This design comes from an exercise in tuning for small area, a short achievable clock period and few clock cycles on the open sky130 flow, not from production work.
Where RTL was checked, it was by simulation tests only, not by an equivalence proof against the original.

Setup of job 9514:
==> flow/design.v (excerpt) <==
module als_core (
    input  wire        clk,
    input  wire        rst,           
    input  wire        cmd_valid,
    input  wire [31:0] cmd_cw,
    input  wire [31:0] cmd_opd,
    output reg         busy,
    output reg         rsp_valid,
    output reg  [2:0]  rsp_status,
    output wire [31:0] rsp_result
);
For scale: roughly 4900 cells after synthesis, ~99 flip-flops, ~33000 um2 of cells after synthesis.
export LEC_CHECK = 0
export ABC_AREA = 1
export CAP_MARGIN = 20
export CORE_MARGIN = 2
export CORE_UTILIZATION = 40
export SETUP_SLACK_MARGIN = 5.0
export SLEW_MARGIN = 20
create_clock -name core_clock -period 10.0 [get_ports {clk}]
run.sh (not shown) runs the stock make flow with config.mk's settings and CLKGATE_MAP_FILE= SYNTH_SCRIPT=/design/flow/synth_recipe.tcl, a recipe that flattens the netlist after the stock synthesis.
Input changes introduced in job 5856 (baseline for comparison: job 9514):
- swapping 5.0 for 3.5 in SETUP_SLACK_MARGIN
Results
Compared with job 9514, job 5856 shows average vias per placed instance that has gone down by a few percent.
Delta(detailed-route wire length on metal 1, job 5856 - job 9514) < 0
On worst path required time, job 5856 and job 9514 are basically level.
Compared with job 9514, job 5856 has less setup slack.
Going from job 9514 to job 5856, critical path data arrival time grew by 0.71 ns.
Job 9514 → job 5856: HPWL after detailed placement down 3.3%, wire length saw a decrease.
### job 5856 -> job 296
- SETUP_SLACK_MARGIN now 4.0, was 3.5
Notes after the runs:
- Job 5856 → job 296: hold slack essentially unchanged; non-clock buffer count increased about 17%; overall routing resource usage increased 0.30 points; count of vias placed by the detailed router increased 476.
- Comparing the two runs side by side, job 296 comes out behind job 5856 on first-pass GRT wire length.
- Job 296 ends up with higher routed wire length than job 5856 does.
- Job 296 does worse than job 5856 on summed area of non-filler cells in the final layout.
- Job 296 finished end to end and its layout was clean on timing, DRC and antenna.
No run of this note included a check of the RTL's function; only the layout flow was run.


Setup of run 1:
Another version of the RTL of als_core (not shown whole).
Size: about 8600 cells after synthesis, about 110 flip-flops, roughly 100 I/O pins, about 41000 um^2 of cells after synthesis.
## als_core
module als_core (
    input  wire        clk,
    input  wire        rst,           
    input  wire        cmd_valid,
    input  wire [31:0] cmd_cw,
    input  wire [31:0] cmd_opd,
    output reg         busy,
    output reg         rsp_valid,
    output reg  [2:0]  rsp_status,
    output wire [31:0] rsp_result
);
==> flow/config.mk <==
export PLATFORM = sky130hd
export DESIGN_NAME = als_core
export DESIGN_NICKNAME = als_core
export VERILOG_FILES = /design/flow/design.v
export SDC_FILE = /design/flow/constraint.sdc
export NUM_CORES = 4
export LEC_CHECK = 0
export ABC_AREA = 1
export CAP_MARGIN = 20
export CORE_MARGIN = 2
export CORE_UTILIZATION = 40
export SETUP_SLACK_MARGIN = 5.0
export SLEW_MARGIN = 20
==> flow/constraint.sdc <==
create_clock -name core_clock -period 10.0 [get_ports {clk}]
set_input_delay 2.0000 -clock core_clock [delete_from_list [all_inputs] [get_ports {clk}]]
set_output_delay 2.0000 -clock core_clock [all_outputs]
set_load 0.01 [all_outputs]
standard.sh (not shown) runs the stock make flow with config.mk's settings and CLKGATE_MAP_FILE= SYNTH_SCRIPT=/design/flow/synth_recipe.tcl, a recipe that flattens the netlist after the stock synthesis.
==> flow/flow/run.sh <==
#!/bin/bash
# The standard layout, with two changes: Yosys does not map adders to
# full-adder cells (ADDER_MAP_FILE empty, so ABC maps that logic with the
# rest), and the port buffers are buf_4 cells instead of the default
# clkdlybuf4s50_1 delay cells. Synthesis script, floorplan, power grid,
# placement, CTS and routing are standard.sh unchanged.
set -euo pipefail
export BUFFER_PORTS_ARGS="-buffer_cell sky130_fd_sc_hd__buf_4"
export ADDER_MAP_FILE=
bash standard.sh > standard_make.log 2>&1
Run 1: full flow OK, the timing, DRC and antenna checks passed
Testbench counts of run 1, summed over its fixed seeds: cycles 8,288.
What run 2 does differently from run 1 at the input level:
# run 1
export LEC_CHECK = 0
export ABC_AREA = 1
export CAP_MARGIN = 20
export CORE_MARGIN = 2
export CORE_UTILIZATION = 40
export SETUP_SLACK_MARGIN = 5.0
export SLEW_MARGIN = 20
create_clock -name core_clock -period 10.0 [get_ports {clk}]
# run 2
export LEC_CHECK = 0
export ABC_AREA = 1
export CAP_MARGIN = 20
export CORE_MARGIN = 2
export CORE_UTILIZATION = 40
export PLACE_DENSITY = 0.75
export SETUP_SLACK_MARGIN = 4.25
export SLEW_MARGIN = 20
create_clock -name core_clock -period 10.0 [get_ports {clk}]
==> flow/flow/run.sh <==
#!/bin/bash
# The standard layout (standard.sh, unchanged) with two settings:
# - SYNTH_ARGS=-noabc: Yosys's synth command skips its quick ABC pass, so
#   the full adders are extracted from the RTL's own carry-save trees (the
#   final ABC mapping with the flow's script still runs). Registers and
#   their names are those of the standard synthesis.
# - the port buffers are buf_4 cells instead of the default
#   clkdlybuf4s50_1 delay cells; every port is still buffered.
set -euo pipefail
export SYNTH_ARGS=-noabc
export BUFFER_PORTS_ARGS="-buffer_cell sky130_fd_sc_hd__buf_4"
bash standard.sh > standard_make.log 2>&1
Results
- Run 2 ran to completion and came out clean on the timing, DRC and antenna checks.
- Run 1 ended with every stage complete and zero timing, DRC or antenna violations.
- Compared to run 1, run 2 has relative area change from synthesis to final layout 0.93 points lower.
- Run 1 leaves more setup margin than run 2.
- Relative to run 1, synthesized cell count has gone down in run 2.
- Taking run 2 as 1.0, run 1 lands at 1.13 on vertical extent of the die.
- Run 2 reports its critical path launch point as cmd_opd[16] while run 1 reports cmd_opd[5].
- On worst hold margin, run 1 and run 2 are neck and neck.
- Taking run 1 as the reference, in run 2 minimum clock period after layout up 600 ps; die area down 22%.
Changes in run 3 relative to run 2:
# run 2
export LEC_CHECK = 0
export ABC_AREA = 1
export CAP_MARGIN = 20
export CORE_MARGIN = 2
export CORE_UTILIZATION = 40
export PLACE_DENSITY = 0.75
export SETUP_SLACK_MARGIN = 4.25
export SLEW_MARGIN = 20
create_clock -name core_clock -period 10.0 [get_ports {clk}]
# run 3
export LEC_CHECK = 0
export ABC_AREA = 1
export CAP_MARGIN = 20
export CORE_MARGIN = 2
export CORE_UTILIZATION = 40
export SETUP_SLACK_MARGIN = 4.5
export SLEW_MARGIN = 20
create_clock -name core_clock -period 10.0 [get_ports {clk}]
==> flow/flow/run.sh <==
#!/bin/bash
# The standard layout, with the port buffers made of buf_4 cells instead
# of the default clkdlybuf4s50_1 delay cells. Everything else (synthesis,
# floorplan, power grid, placement, CTS, routing) is standard.sh unchanged.
set -euo pipefail
export BUFFER_PORTS_ARGS="-buffer_cell sky130_fd_sc_hd__buf_4"
bash standard.sh > standard_make.log 2>&1
--- outcome ---
On ratio of cells with drive above 1 in the final layout: between run 3 and run 2, it ends up lower for run 2.
STATUS synthesized area: run 3 loses against run 2
Higher wire length per cell after detailed routing goes to run 2 over run 3.
Run 3 ends up with higher non-clock inverter total of the final layout than run 2 does.
Run 2 ended up with fewer cell instances than run 3 did.
Here is what was changed in the inputs of run 4 compared with run 3.
==> flow/run.sh (new file) <==
#!/bin/bash
# synth_recipe.tcl (not shown) runs the flow's synth.tcl, then flattens the netlist and writes it again
# the make line also repeats each setting of config.mk as NAME=value (left out here)
make -C /OpenROAD-flow-scripts/flow DESIGN_CONFIG=/design/flow/config.mk WORK_HOME=/design/flow/orfs CLKGATE_MAP_FILE= SYNTH_SCRIPT=/design/flow/synth_recipe.tcl finish
removed: flow/flow/run.sh
removed: flow/standard.sh
Notes after the runs:
Global-route usage in run 4 is 0.21 points above run 3. Total wire length was higher in run 4 than in run 3. Looking at uppermost layer routed, the met4 result is from run 3; the met5 one comes from run 4. When run 4 is set beside run 3, its sequential share of layout area turns out to be 0.33 points smaller. Compared to run 3, run 4 has final critical-path share of the clock period 0.62 points lower. The run showing the smaller first-pass detailed-route iteration total is run 3. [compare] base=run 3 new=run 4: number of non-clock buffers went up by about 60%, width of the die ~0 delta, critical path depth up 1.
[inputs] run 5 vs run 4
# run 4
export LEC_CHECK = 0
export ABC_AREA = 1
export CAP_MARGIN = 20
export CORE_MARGIN = 2
export CORE_UTILIZATION = 40
export SETUP_SLACK_MARGIN = 4.5
export SLEW_MARGIN = 20
create_clock -name core_clock -period 10.0 [get_ports {clk}]
# run 5
export LEC_CHECK = 0
export CAP_MARGIN = 20
export CORE_MARGIN = 2
export CORE_UTILIZATION = 40
export SETUP_SLACK_MARGIN = 4.0
export SLEW_MARGIN = 20
create_clock -name core_clock -period 10.0 [get_ports {clk}]
==> flow/flow/run.sh (new file) <==
#!/bin/bash
# The standard layout (standard.sh, unchanged) with two settings:
# - SYNTH_ARGS=-noabc: Yosys's synth command skips its quick ABC pass, so
#   the full adders are extracted from the RTL's own carry-save trees (the
#   final ABC mapping with the flow's script still runs). Registers and
#   their names are those of the standard synthesis.
# - the port buffers are buf_4 cells instead of the default
#   clkdlybuf4s50_1 delay cells; every port is still buffered.
set -euo pipefail
export SYNTH_ARGS=-noabc
export BUFFER_PORTS_ARGS="-buffer_cell sky130_fd_sc_hd__buf_4"
bash standard.sh > standard_make.log 2>&1
==> flow/standard.sh (new file) <==
#!/bin/bash
# synth_recipe.tcl (not shown) runs the flow's synth.tcl, then flattens the netlist and writes it again
# the make line also repeats each setting of config.mk as NAME=value (left out here)
make -C /OpenROAD-flow-scripts/flow DESIGN_CONFIG=/design/flow/config.mk WORK_HOME=/design/flow/orfs CLKGATE_MAP_FILE= SYNTH_SCRIPT=/design/flow/synth_recipe.tcl "${@:-finish}"
removed: flow/run.sh
Results
Run 5 was carried through to the last stage, and its layout satisfied the timing, DRC and antenna checks. Taking run 4 as the reference, in run 5 last weighted congestion value of the routability-driven placer -6.7%, total wire length fell 21%, met3 track utilization from global routing moved up, register-to-register slack shrank by 670 ps, share of the cycle needed by the critical path after routing +6.9 points. Run 4 has higher area of the core than run 5. When run 5 is measured against run 4, its area of all placed cells without fillers turns out 17% lower. Compared with run 4, run 5 degrades relative slew slack. Looking at cell with the largest stage delay on the worst path, the fa_1 result is from run 5; the fa_2 one comes from run 4.
The inputs of run 6 differ from those of run 5 as listed below.
# run 5
export LEC_CHECK = 0
export CAP_MARGIN = 20
export CORE_MARGIN = 2
export CORE_UTILIZATION = 40
export SETUP_SLACK_MARGIN = 4.0
export SLEW_MARGIN = 20
create_clock -name core_clock -period 10.0 [get_ports {clk}]
# run 6
export LEC_CHECK = 0
export ABC_AREA = 1
export CAP_MARGIN = 20
export CORE_MARGIN = 2
export CORE_UTILIZATION = 40
export SETUP_SLACK_MARGIN = 4.0
export SLEW_MARGIN = 20
create_clock -name core_clock -period 10.0 [get_ports {clk}]
--- outcome ---
Run 5 → run 6: total half-perimeter wirelength after legalization and detailed placement shows an increase of about 24%; routed metal-1 wire length shows an increase of about 11%; worst setup slack shows an increase of 440 ps; synthesized cell count shows an increase of 1109. The worst setup path endpoint comes out acc[39] in one run and res_val[23] in the other, namely in run 6 and run 5 respectively.


== build 85 ==
Another version of the RTL of als_core (not shown whole).
For scale: about 83 flip-flops, ~100 I/O pins, about 33,000 sq um of cells after synthesis.
Settings: LEC_CHECK=0, CAP_MARGIN=20, CORE_MARGIN=2, CORE_UTILIZATION=40, SETUP_SLACK_MARGIN=2.5, SLEW_MARGIN=20; clock period 10.0 ns.
run.sh (not shown) runs the stock make flow with config.mk's settings and CLKGATE_MAP_FILE= SYNTH_SCRIPT=/design/flow/synth_recipe.tcl, a recipe that flattens the netlist after the stock synthesis.
Stock flow here: none of the scripts above is used.
Changes in build 83 relative to build 85:
Settings: SETUP_SLACK_MARGIN changed from 2.5 to 3.5.
### Flow results
The global-route usage over all layers in build 83 was higher than what build 85 gave. Area enclosed by the die boundary came out exactly the same in build 83 and build 85. Fraction of final layout cells with drive strength greater than 1: lower on build 85. The proportion of synthesized chip area in sequential cells was comparable across build 83 and build 85. Summary of build 83 over build 85: routed wire length grew by 6.6%, number of iterations in the first detailed-routing pass +2, count of clock buffers in the final design stayed essentially flat. Build 83 — non-clock buffer count 65% higher, build 85 as reference.
[inputs] build 64 vs build 83
Settings: a change of SETUP_SLACK_MARGIN from 3.5 to 3; an added ABC_AREA of 1.
Results
A critical path startpoint of cmd_opd[14] is what build 83 shows, while cmd_opd[10] belongs to build 64. Diff build 83 -> build 64: cell total after placement rose about 22%, sequential cell count about even, area after synthesis rose about 5%. On worst hold slack, build 64 does better than build 83.
Changes in build 67 relative to build 64:
Settings: a deleted ABC_AREA that had been 1.
Results
Compared to build 64, the router laid down less metal wire for build 67.
From build 67 to build 64, H-tree depth did not move at all.
Of build 64 and build 67, the higher non-filler instance count after layout belongs to build 64.
Build 67 vs. build 64: first-iteration DRC count lost 7.6%, number of cells traversed by the worst register-to-register path lost 1, area of the die lost 4.7%.
Build 64 vs build 67, master of the slowest instance on the critical path: sky130_fd_sc_hd__fa_1 vs sky130_fd_sc_hd__dfxtp_2
No run of this note included a check of the RTL's function; only the layout flow was run.


RTL: one of the versions met above, not the one the previous note started from.
Size in the first run: roughly 110 flip-flops, roughly 100 I/O pins.
make LEC_CHECK=0 ABC_AREA=1 CAP_MARGIN=20 CORE_MARGIN=2 CORE_UTILIZATION=40 SETUP_SLACK_MARGIN=4.25 SLEW_MARGIN=20 finish   # period 10.0 ns
Testbench counts at the start, summed over its fixed seeds: cycles 8,288.
Rerun with:
==> flow/flow/run.sh (new file) <==
#!/bin/bash
# The standard layout, with the port buffers made of buf_4 cells instead
# of the default clkdlybuf4s50_1 delay cells. Everything else (synthesis,
# floorplan, power grid, placement, CTS, routing) is standard.sh unchanged.
set -euo pipefail
export BUFFER_PORTS_ARGS="-buffer_cell sky130_fd_sc_hd__buf_4"
bash standard.sh > standard_make.log 2>&1
==> flow/standard.sh (new file) <==
#!/bin/bash
# synth_recipe.tcl (not shown) runs the flow's synth.tcl, then flattens the netlist and writes it again
# the make line also repeats each setting of config.mk as NAME=value (left out here)
make -C /OpenROAD-flow-scripts/flow DESIGN_CONFIG=/design/flow/config.mk WORK_HOME=/design/flow/orfs CLKGATE_MAP_FILE= SYNTH_SCRIPT=/design/flow/synth_recipe.tcl "${@:-finish}"
SETUP_SLACK_MARGIN = 4.0   (was 4.25)
removed: flow/run.sh
Count of clock-buffer cells in the layout does not change.
Die area does not change.
Rerun with:
==> flow/run.sh (new file) <==
#!/bin/bash
# synth_recipe.tcl (not shown) runs the flow's synth.tcl, then flattens the netlist and writes it again
# the make line also repeats each setting of config.mk as NAME=value (left out here)
make -C /OpenROAD-flow-scripts/flow DESIGN_CONFIG=/design/flow/config.mk WORK_HOME=/design/flow/orfs CLKGATE_MAP_FILE= SYNTH_SCRIPT=/design/flow/synth_recipe.tcl finish
CORE_UTILIZATION = 65   (was 40)
removed: flow/flow/run.sh
removed: flow/standard.sh
=> The changed run finished clean; critical path depth went up by 4; cell count went down by about 4.4%; utilization went up by 32 points; worst setup slack is worse by 0.059 ns; die area went down by 38%.
Rerun with:
==> flow/flow/run.sh (new file) <==
#!/bin/bash
# The standard layout (standard.sh, unchanged) with two settings:
# - SYNTH_ARGS=-noabc: Yosys's synth command skips its quick ABC pass, so
#   the full adders are extracted from the RTL's own carry-save trees (the
#   final ABC mapping with the flow's script still runs). Registers and
#   their names are those of the standard synthesis.
# - the port buffers are buf_4 cells instead of the default
#   clkdlybuf4s50_1 delay cells; every port is still buffered.
set -euo pipefail
export SYNTH_ARGS=-noabc
export BUFFER_PORTS_ARGS="-buffer_cell sky130_fd_sc_hd__buf_4"
bash standard.sh > standard_make.log 2>&1
==> flow/standard.sh (new file) <==
#!/bin/bash
# synth_recipe.tcl (not shown) runs the flow's synth.tcl, then flattens the netlist and writes it again
# the make line also repeats each setting of config.mk as NAME=value (left out here)
make -C /OpenROAD-flow-scripts/flow DESIGN_CONFIG=/design/flow/config.mk WORK_HOME=/design/flow/orfs CLKGATE_MAP_FILE= SYNTH_SCRIPT=/design/flow/synth_recipe.tcl "${@:-finish}"
CORE_UTILIZATION = 40   (was 65)
SETUP_SLACK_MARGIN = 4.5   (was 4.0)
removed: flow/run.sh
Final area goes up by 0.55%.
Non-clock buffer count is lower by 9.
Global-route usage decreases by 19 points.
Routed wire length came out lower by about 4.6%.
Synthesized cell count goes down by about 5.5%.
Utilization fell by 28 points.
Setup slack gets better by 0.54 ns.
Synthesized area decreases by 2.9%.

port drivers added, routing unchanged:
How much do the figures lean on ideal ports? The routed layouts below were timed once more, with nothing changed but the port constraints. Step 1, drivers: a clkbuf_16 drives clk and a buf_2 each remaining input, both assumed. Step 2 times the ports against the registers' clock, not the clock port: input delays grow and output delays shrink by t, the midpoint of the rising clock arrivals with the driver on. Three values: no drivers, after step 1, after step 2; two values: the first two.
| run | t (ns) | setup WS [ns] | hold WS [ns] |
|---|---|---|---|
| job 9514 | 0.455 | 4.325 / 4.325 / 4.123 | 0.469 / 0.469 / 0.469 |
| job 5856 | 0.475 | 3.633 / 3.633 / 3.256 | 0.471 / 0.471 / 0.471 |
| job 296 | 0.478 | 4.097 / 4.097 / 3.720 | 0.472 / 0.472 / 0.472 |
| run 1 | 0.469 | 4.943 / 4.884 / 4.415 | 0.468 / 0.468 / 0.468 |
| run 2 | 0.450 | 4.340 / 4.253 / 3.803 | 0.470 / 0.470 / 0.470 |
| run 3 | 0.470 | 4.356 / 4.314 / 3.844 | 0.472 / 0.472 / 0.472 |
| run 4 | 0.457 | 4.418 / 4.433 / 3.976 | 0.466 / 0.466 / 0.466 |
| run 5 | 0.463 | 3.732 / 3.633 / 3.170 | 0.479 / 0.479 / 0.479 |
| run 6 | 0.463 | 4.170 / 4.050 / 3.587 | 0.468 / 0.468 / 0.468 |
| build 85 | 0.419 | 2.622 / 2.659 / 2.240 | 0.469 / 0.469 / 0.469 |
| build 83 | 0.421 | 3.348 / 3.362 / 2.940 | 0.461 / 0.461 / 0.461 |
| build 64 | 0.434 | 3.119 / 3.147 / 2.713 | 0.471 / 0.471 / 0.471 |
| build 67 | 0.423 | 3.003 / 3.003 / 2.690 | 0.459 / 0.459 / 0.459 |
| the first run of note 4 | 0.460 | 4.177 / 4.177 / 3.718 | 0.471 / 0.471 / 0.471 |
| the second run of note 4 | 0.465 | 4.035 / 4.033 / 3.568 | 0.467 / 0.467 / 0.467 |
| the third run of note 4 | 0.466 | 3.976 / 3.999 / 3.547 | 0.471 / 0.471 / 0.471 |
| the fourth run of note 4 | 0.460 | 4.515 / 4.443 / 3.984 | 0.467 / 0.467 / 0.467 |
After both steps setup and hold are still met in every run listed. The setup slack of run 6, which loses most, moves by -0.120 ns with the drivers and by -0.583 ns with both steps.
